Source: an optimization exercise on an open RTL-to-GDS flow (aim: small area). Production flows keep margins and buffers that such runs may drop. Where RTL was checked, it was by simulation tests only, not by an equivalence proof against the original. No activity file was given, so power comes from the tool's default toggle rates.

==> v27 <==
// raster2d
module raster2d (
    input  wire        clk,
    input  wire        rst,
    input  wire        host_valid,
    output wire        host_ready,
    input  wire [4:0]  host_slot,
    input  wire [3:0]  host_be,
    input  wire [31:0] host_data,
    input  wire [15:0] cfg_base,
    input  wire [15:0] cfg_pitch,
    output wire        mem_req,
    output wire        mem_we,
    output wire [15:0] mem_addr,
    output wire [7:0]  mem_wdata,
    input  wire        mem_ready,
    input  wire [7:0]  mem_rdata,
    output wire        idle
);
    localparam S_IDLE = 5'd0;
    localparam S_MUL  = 5'd1;    
    localparam S_ADDB = 5'd2;    
    localparam S_ADDX = 5'd3;    
    localparam S_BIAS = 5'd4;    
    localparam S_CPY  = 5'd5;    
    localparam S_J0   = 5'd6;    
    localparam S_I0   = 5'd7;    
    localparam S_C1   = 5'd8;    
    localparam S_C2   = 5'd9;    
    localparam S_C3   = 5'd10;   
    localparam S_C4   = 5'd11;   
    localparam S_RS   = 5'd12;   
    localparam S_RDC  = 5'd13;   
    localparam S_RD   = 5'd14;   
    localparam S_WR   = 5'd15;   
    localparam S_XST  = 5'd16;   
    localparam S_INC  = 5'd17;   
    localparam S_E1   = 5'd18;   
    localparam S_E2   = 5'd19;   
    localparam S_XS   = 5'd20;   
    localparam S_DXS  = 5'd21;   
    localparam S_YS   = 5'd22;   
    localparam S_DYS  = 5'd23;   
    localparam S_XR   = 5'd24;   
    localparam S_RCY  = 5'd25;   
    localparam S_RDY  = 5'd26;   
    localparam S_RDR  = 5'd27;   
    localparam S_RSR  = 5'd28;   
    localparam S_RSW  = 5'd29;   
    localparam S_RJ   = 5'd30;   
    reg [4:0] state;
    reg [15:0] cur_x, cur_y, dest_x, dest_y, err_term, maj_cnt;
    reg        c_ypos, c_ymaj, c_xpos, c_radial;         
    reg [7:0]  bkgd_color, frgd_color, wrt_mask, rd_mask, color_cmp;
    reg [5:0]  bkgd_mix, frgd_mix;                       
    reg [11:0] rg0, rg1, rg2, rg3, rg4;
    reg [2:0]  ph;
    reg        clr;          
  ...
Settings: LEC_CHECK=0, CAP_MARGIN=0, CORE_MARGIN=2, CORE_UTILIZATION=65, GPL_TIMING_DRIVEN=0, SLEW_MARGIN=0; clock period 20.0 ns.
standard.sh (not shown) runs the stock make flow with config.mk's settings and CLKGATE_MAP_FILE= SYNTH_SCRIPT=/design/flow/synth_recipe.tcl, a recipe that flattens the netlist after the stock synthesis.
==> flow/flow/run.sh <==
#!/bin/bash
export BUFFER_PORTS_ARGS="-buffer_cell sky130_fd_sc_hd__buf_1"
export CTS_ARGS="-sink_clustering_enable -repair_clock_nets -dont_use_dummy_load -buf_list sky130_fd_sc_hd__clkbuf_8 -sink_clustering_size 20 -sink_clustering_max_diameter 60"
bash standard.sh > standard.log 2>&1
==> v7 (differences from v27) <==
--- a/flow/design.v
+++ b/flow/design.v
@@ -21,17 +21,15 @@
     localparam S_ADDB = 5'd2;    
     localparam S_ADDX = 5'd3;    
     localparam S_BIAS = 5'd4;    
     localparam S_CPY  = 5'd5;    
     localparam S_J0   = 5'd6;    
     localparam S_I0   = 5'd7;    
     localparam S_C1   = 5'd8;    
-    localparam S_C2   = 5'd9;    
     localparam S_C3   = 5'd10;   
-    localparam S_C4   = 5'd11;   
     localparam S_RS   = 5'd12;   
     localparam S_RDC  = 5'd13;   
     localparam S_RD   = 5'd14;   
     localparam S_WR   = 5'd15;   
     localparam S_XST  = 5'd16;   
     localparam S_INC  = 5'd17;   
     localparam S_E1   = 5'd18;   
@@ -95,14 +93,15 @@
     wire [15:0] xq    = use_d ? dest_x : cur_x;
     wire [15:0] yq    = use_d ? dest_y : cur_y;
     wire [2:0]  j3    = pj[2:0] + rg0[2:0];
     wire        wrap  = c_ypos ? (j3 == 3'd7) : (j3 == 3'd0);
     wire [2:0]  i3    = pi[2:0] + maj_cnt[2:0];
     wire [2:0]  off3  = (i3 ^ {3{nx}}) + {2'b00, nx};
     wire        offs  = nx && !is_line;
+    wire        cge   = !ph[2] && ph[1:0] != 2'd3;      
     reg  [15:0] a, b;
     reg         inv, cin;
     always @(*) begin
         a = 16'd0; b = 16'd0; inv = 1'b0; cin = 1'b0;
         case (state)
             S_IDLE: b = host_data[15:0];
             S_MUL:  begin
@@ -111,18 +110,15 @@
             end
             S_ADDB: begin a = dr; b = cfg_base; end
             S_ADDX: begin a = dr; b = xq; end
             S_BIAS: begin a = dr; b = maj_cnt; inv = nx; cin = nx; end
             S_CPY:  a = dr;
             S_J0:   begin b = {4'd0, rg0}; inv = 1'b1; cin = 1'b1; end
             S_I0:   begin b = maj_cnt; inv = 1'b1; cin = !is_line; end
-            S_C1:   begin a = xq; b = {4'd0, rg0}; inv = 1'b1; cin = 1'b1; end
-            S_C2:   begin a = xq; b = {4'd0, rg0}; inv = 1'b1; end
-            S_C3:   begin a = yq; b = {4'd0, rg0}; inv = 1'b1; cin = 1'b1; end
-            S_C4:   begin a = yq; b = {4'd0, rg0}; inv = 1'b1; end
+            S_C1:   begin a = ph[0] ? yq : xq; b = {4'd0, rg0}; inv = 1'b1; cin = cge; end
             S_RS:   begin
                 a = sr;
                 if (is_patf) b = {13'd0, off3};
                 else begin b = pi; inv = nx; cin = nx; end
             end
             S_RDC, S_RD, S_WR: begin
                 a = dr; b = is_line ? 16'd0 : pi; inv = offs; cin = offs;
@@ -198,15 +194,16 @@
     assign mem_addr  = z;
     assign mem_wdata = vv;
     wire [4:0]  hs   = host_slot;
     wire [3:0]  be   = host_be;
     wire [31:0] hd   = host_data;
     wire [15:0] hdm  = hd[15:0] & {16{~rst}};
     wire [7:0]  mflo = be[0] ? hd[7:0] : mf_latch;
-    wire [11:0] mfvm = {hd[11:8], mflo} & {12{~rst}};
+    wire [11:0] mfv  = {hd[11:8], mflo};
+    wire [11:0] mfvm = mfv & {12{~rst}};
     wire        l0   = acc && be[0];
     wire        l1   = acc && be[1];
     wire        mfc  = l1 && hs == 5'd15;
     wire [2:0]  ntype = hd[15:13];
     wire        go    = l1 && hs == 5'd6 && !hd[8] && maj_cnt != 16'd0 &&
                         (ntype == 3'd1 || ntype == 3'd2 || ntype == 3'd6 || ntype == 3'd7);
     always @(posedge clk) begin
@@ -250,17 +247,15 @@
             S_CPY, S_RSR: sr <= z;
             S_RSW: if (ph == 3'd0) sr <= z;
             default: ;
         endcase
         if (state == S_I0 || state == S_INC) pi <= z;
         if (state == S_J0 || state == S_RJ) pj <= z[11:0];
         if (state == S_RDC) sv <= mem_rdata;
-        if (state == S_C3) clipf <= cout;
-        if (state == S_C2 || state == S_C4) clipf <= clipf && !cout;
-        if (state == S_C1) clipf <= clipf && cout;
+        if (state == S_C1) clipf <= (clipf || ph == 3'd1) && !(cout ^ cge);
         if (state == S_E2) gef <= ge;
         if (acc) eh <= {err_term[15], 1'b0};
         if (state == S_E1) begin
             if (eh != 2'b11) begin
                 case ({eh[1], cout, dest_y[15]})
                     3'b000: eh <= 2'b00;
                     3'b001: eh <= 2'b10;
@@ -271,15 +266,15 @@
                 endcase
             end
         end
         if (state == S_E2 && eh == 2'b01) eh <= cout ? 2'b11 : 2'b00;
     end
     always @(posedge clk) begin
         rg0 <= rg1; rg1 <= rg2; rg2 <= rg3; rg3 <= rg4;
-        rg4 <= (mfc && mfring) ? mfvm : clr ? 12'd0 : rg0;
+        rg4 <= (mfc && mfring) ? mfv : clr ? 12'd0 : rg0;
         if (rst) begin
             ph  <= 3'd0;
             clr <= 1'b1;
         end else begin
             ph  <= (ph == 3'd4) ? 3'd0 : ph + 3'd1;
             if (ph == 3'd4) clr <= 1'b0;
         end
@@ -302,22 +297,20 @@
                 S_MUL:  if (kcnt == 4'd0) state <= S_ADDB;
                 S_ADDB: state <= S_ADDX;
                 S_ADDX: state <= is_line ? S_I0 : (tsel && is_patf) ? S_CPY : S_BIAS;
                 S_BIAS: state <= tsel ? S_CPY : S_J0;
                 S_CPY:  begin tsel <= 1'b0; state <= S_MUL; end
                 S_J0:   if (ph == 3'd0) state <= (z[11:0] == 12'd0) ? S_IDLE : S_I0;
                 S_I0:   state <= S_C3;
-                S_C3:   if (ph == 3'd1) state <= S_C1;
-                S_C1:   state <= S_C4;
-                S_C4:   state <= S_C2;
-                S_C2:   state <= is_bp ? S_RS : S_RD;
+                S_C3:   if (ph == 3'd0) state <= S_C1;    
+                S_C1:   if (ph == 3'd4) state <= is_bp ? S_RS : S_RD;
                 S_RS:   if (mem_ready) state <= S_RDC;
                 S_RDC:  state <= mem_ready ? S_WR : S_RD;
                 S_RD:   if (mem_ready) state <= S_WR;
-                S_WR:   if (do_wr && !mem_ready) state <= S_RD;
+                S_WR:   if (!mem_ready) state <= S_RD;
                         else if (!is_line) state <= S_XST;
                         else state <= c_radial ? S_XS : S_E1;
                 S_XST:  state <= S_INC;
                 S_E1:   state <= S_E2;
                 S_E2:   state <= S_XS;
                 S_XS:   state <= S_DXS;
                 S_DXS:  state <= S_YS;
==> flow/flow/run.sh (replaced) <==
#!/bin/bash
here=$(cd "$(dirname "$0")" && pwd)
export BUFFER_PORTS_ARGS="-buffer_cell sky130_fd_sc_hd__buf_1"
export PRE_GLOBAL_PLACE_TCL="$here/pre_gpl.tcl"
export CTS_ARGS="-sink_clustering_enable -repair_clock_nets -dont_use_dummy_load -buf_list sky130_fd_sc_hd__clkbuf_8 -sink_clustering_size 18 -sink_clustering_max_diameter 50"
bash standard.sh > standard.log 2>&1
==> flow/flow/pre_gpl.tcl (new file) <==
remove_buffers
==> flow/config.mk (replaced) <==
export PLATFORM = sky130hd
export DESIGN_NAME = raster2d
export DESIGN_NICKNAME = raster2d
export VERILOG_FILES = /design/flow/design.v
export SDC_FILE = /design/flow/constraint.sdc
export NUM_CORES = 4
export LEC_CHECK = 0
export CAP_MARGIN = 10
export CORE_MARGIN = 2
export CORE_UTILIZATION = 70
export GPL_TIMING_DRIVEN = 0
export SLEW_MARGIN = 10
==> comparison table <==
quantity	v7	v27
Status	complete, no violations	complete, no violations
Layout area overhead	7.830%	7.909%
Total global routing track utilization	38.67%	38.42%
Effective utilization at floorplan	71.23%	65.76%
Final Util	76.80%	70.96%
Arrival time at the worst endpoint	9.45 ns	8.43 ns
Area fraction of clock buffers and clock inverters	2.309%	2.001%
Worst Hold End	rg1[4]$_DFF_P_	rg2[3]$_DFF_P_
Floorplan Core Area	20960 um^2	23260 um^2
Number of filler cells placed in the layout	1390	1734
Die outline height	150.0 um	157.4 um
Beginning of the worst register-to-register path	state[1]$_SDFFE_PP0P_	state[4]$_SDFFE_PP0P_
Met2 Routed Length	19400 um	20170 um
Final setup margin	6.551 ns	7.566 ns
Pwr Density	91.96 nW/um^2	123.6 nW/um^2
Only the layout flow was run in v27; the RTL was not checked for function there.

static timing again, ports no longer ideal:
Ports are ideal in the flow. The routed layouts listed here were re-timed in OpenROAD. Step 1 assumes that a clkbuf_16 drives the clock port and a buf_2 every other input. Step 2 adds t to the input delays and takes it off the output delays; t is the mean of the earliest and latest rising clock arrival at the registers after step 1. Input paths then give back, and output paths get back, about the clock's delay inside the block. a / b / c = ideal ports / drivers / drivers and shift; a / b = the first two.
run	t, ns	setup slack, ns	worst hold slack (ns)
v27	0.619	7.566 / 7.539 / 7.539	0.317 / 0.317 / 0.317
v7	0.619	6.551 / 6.506 / 6.886	0.317 / 0.317 / 0.317
After both steps every run listed still meets setup and hold. The setup slack of v27, which loses most, moves by -0.027 ns with the drivers and by -0.027 ns with both steps.
